Context: an optimization exercise on an open-source flow, tuned for small area, a short achievable clock period and few clock cycles. The choices shown serve that exercise and are no tape-out recipe. The RTL was checked by simulation tests, not by an equivalence proof against the original design. Power and IR drop assume default switching activity.

Design rcab_gfpar, start of the top module:
module rcab_gfpar (
  input  wire        clk,
  input  wire        rst,      
  input  wire        req,
  input  wire        we,
  input  wire [15:0] addr,
  input  wire [31:0] wdata,
  output wire        ack,
  output reg  [31:0] rdata,
  output reg         err,
  output wire        irq
);
For scale: about 0.12 mm² of cells after synthesis.
==> flow/config.mk <==
export PLATFORM = sky130hd
export DESIGN_NAME = rcab_gfpar
export DESIGN_NICKNAME = rcab_gfpar
export VERILOG_FILES = /design/flow/design.v
export SDC_FILE = /design/flow/constraint.sdc
export NUM_CORES = 4
export LEC_CHECK = 0
export CAP_MARGIN = 20
export CORE_MARGIN = 2
export CORE_UTILIZATION = 60
export CTS_CLUSTER_DIAMETER = 60
export CTS_CLUSTER_SIZE = 30
export PLACE_DENSITY = 0.7
export SLEW_MARGIN = 20
==> flow/constraint.sdc <==
create_clock -name core_clock -period 16.0 [get_ports {clk}]
set_input_delay 3.2000 -clock core_clock [delete_from_list [all_inputs] [get_ports {clk}]]
set_output_delay 3.2000 -clock core_clock [all_outputs]
set_load 0.01 [all_outputs]
run.sh (not shown) runs the stock make flow with config.mk's settings and CLKGATE_MAP_FILE= SYNTH_SCRIPT=/design/flow/synth_recipe.tcl, a recipe that flattens the netlist after the stock synthesis.
The baseline ran to the end with no violations.
Testbench counts at the start, summed over its fixed seeds: cycles 22,968.
Rerun with:
--- a/flow/config.mk
+++ b/flow/config.mk
@@ -9,6 +9,4 @@
 export CORE_MARGIN = 2
-export CORE_UTILIZATION = 60
-export CTS_CLUSTER_DIAMETER = 60
-export CTS_CLUSTER_SIZE = 30
-export PLACE_DENSITY = 0.7
+export CORE_UTILIZATION = 50
+export PLACE_DENSITY = 0.6
 export SLEW_MARGIN = 20
The changed run completed with no timing, DRC or antenna violations.
Wire length went up by 4.6%.
Non-clock buffer count went up by 26.
Die area went up by 20%.
Clock skew went up by 0.014 ns.
Final area went up by 3.6%.
Critical path depth is unchanged.
Combinational power hardly moves.
Via count went up by 0.49%.
Total power went up by 14%.
First-iteration DRC count went down by 22%.
Rerun with:
==> flow/flow/run.sh (new file) <==
#!/bin/bash
# The standard ORFS layout (standard.sh), with its setup repair aiming at
# 8 ns of slack instead of none, so that it works on the paths that set the
# achieved period. Same SDC, clock period and steps as the standard flow.
set -euo pipefail
bash standard.sh SETUP_SLACK_MARGIN=8 finish > layout.log 2>&1
==> flow/standard.sh (new file) <==
#!/bin/bash
# synth_recipe.tcl (not shown) runs the flow's synth.tcl, then flattens the netlist and writes it again
# the make line also repeats each setting of config.mk as NAME=value (left out here)
make -C /OpenROAD-flow-scripts/flow DESIGN_CONFIG=/design/flow/config.mk WORK_HOME=/design/flow/orfs CLKGATE_MAP_FILE= SYNTH_SCRIPT=/design/flow/synth_recipe.tcl "${@:-finish}"
--- a/flow/config.mk
+++ b/flow/config.mk
@@ -9,4 +9,6 @@
 export CORE_MARGIN = 2
-export CORE_UTILIZATION = 50
-export PLACE_DENSITY = 0.6
+export CORE_UTILIZATION = 60
+export CTS_CLUSTER_DIAMETER = 60
+export CTS_CLUSTER_SIZE = 30
+export PLACE_DENSITY = 0.7
 export SLEW_MARGIN = 20
removed: flow/run.sh
Design area decreases by 2.7%.
Wire length decreases by 2.8%.
Total power decreases by 12%.
Critical path depth increases by 19.
Via count hardly moves.
Maximum frequency increases by 20%.
Global-route usage increases by 4.8 points.

========
Another version of the RTL of rcab_gfpar (not shown whole).
For scale: roughly 8,200 cells after synthesis, ~87 I/O pins, about 120,000 µm² of cells after synthesis.
export LEC_CHECK = 0
export CAP_MARGIN = 20
export CORE_MARGIN = 2
export CORE_UTILIZATION = 60
export CTS_CLUSTER_DIAMETER = 60
export CTS_CLUSTER_SIZE = 25
export PLACE_DENSITY = 0.7
export SLEW_MARGIN = 20
create_clock -name core_clock -period 16.0 [get_ports {clk}]
standard.sh (not shown) runs the stock make flow with config.mk's settings and CLKGATE_MAP_FILE= SYNTH_SCRIPT=/design/flow/synth_recipe.tcl, a recipe that flattens the netlist after the stock synthesis.
==> flow/flow/run.sh <==
#!/bin/bash
set -euo pipefail
bash standard.sh SETUP_SLACK_MARGIN=11 \
  "BUFFER_PORTS_ARGS=-buffer_cell sky130_fd_sc_hd__buf_4" \
  "CTS_ARGS=-sink_clustering_enable -repair_clock_nets -sink_clustering_size 25 -sink_clustering_max_diameter 60 -dont_use_dummy_load" \
  finish > layout.log 2>&1
Testbench counts at the start, summed over its fixed seeds: cycles 21,079.
Rerun with:
==> flow/flow/run.sh (replaced) <==
#!/bin/bash
set -euo pipefail
bash standard.sh SETUP_SLACK_MARGIN=9 \
  "BUFFER_PORTS_ARGS=-buffer_cell sky130_fd_sc_hd__buf_4" \
  "CTS_ARGS=-sink_clustering_enable -repair_clock_nets -sink_clustering_size 25 -sink_clustering_max_diameter 60 -dont_use_dummy_load" \
  finish > layout.log 2>&1
Settings changed: CORE_UTILIZATION 60 to 70, PLACE_DENSITY 0.7 to 0.75.
The new run finished clean.
Area after synthesis does not change.
Clock skew went up by 0.019 ns.
Power fell by 3.1%.
Design area is lower by 13%.
Worst setup slack gains 0.065 ns.
Non-clock buffer count drops by 791.
Global-route usage rises by 2.7 points.

## separate check: timing with driven ports
How much do the figures lean on ideal ports? The routed layouts below were timed once more, with nothing changed but the port constraints.
Step 1, drivers: a clkbuf_16 drives clk and a buf_2 each remaining input, both assumed.
Step 2 adds t to the input delays and takes it off the output delays; t is the mean of the earliest and latest rising clock arrival at the registers after step 1. Input paths then give back, and output paths get back, about the clock's delay inside the block.
Slacks: ideal ports / drivers / drivers and shift; pairs: ideal ports / drivers.
run | t (ns) | slack for setup (ns) | pins driven straight from the clock port
the first run of note 1 | 0.953 | 6.401 / 6.378 / 5.646 | 1
the second run of note 1 | 1.021 | 6.374 / 6.343 / 5.698 | 1
the third run of note 1 | 0.939 | 8.005 / 7.898 / 7.111 | 1
the first run of note 2 | 0.925 | 7.870 / 7.621 / 7.621 | 1
the second run of note 2 | 0.927 | 7.935 / 7.767 / 7.660 | 1
After both steps setup and hold are still met in every run listed. The setup slack of the third run of note 1, which loses most, moves by -0.107 ns with the drivers and by -0.894 ns with both steps.
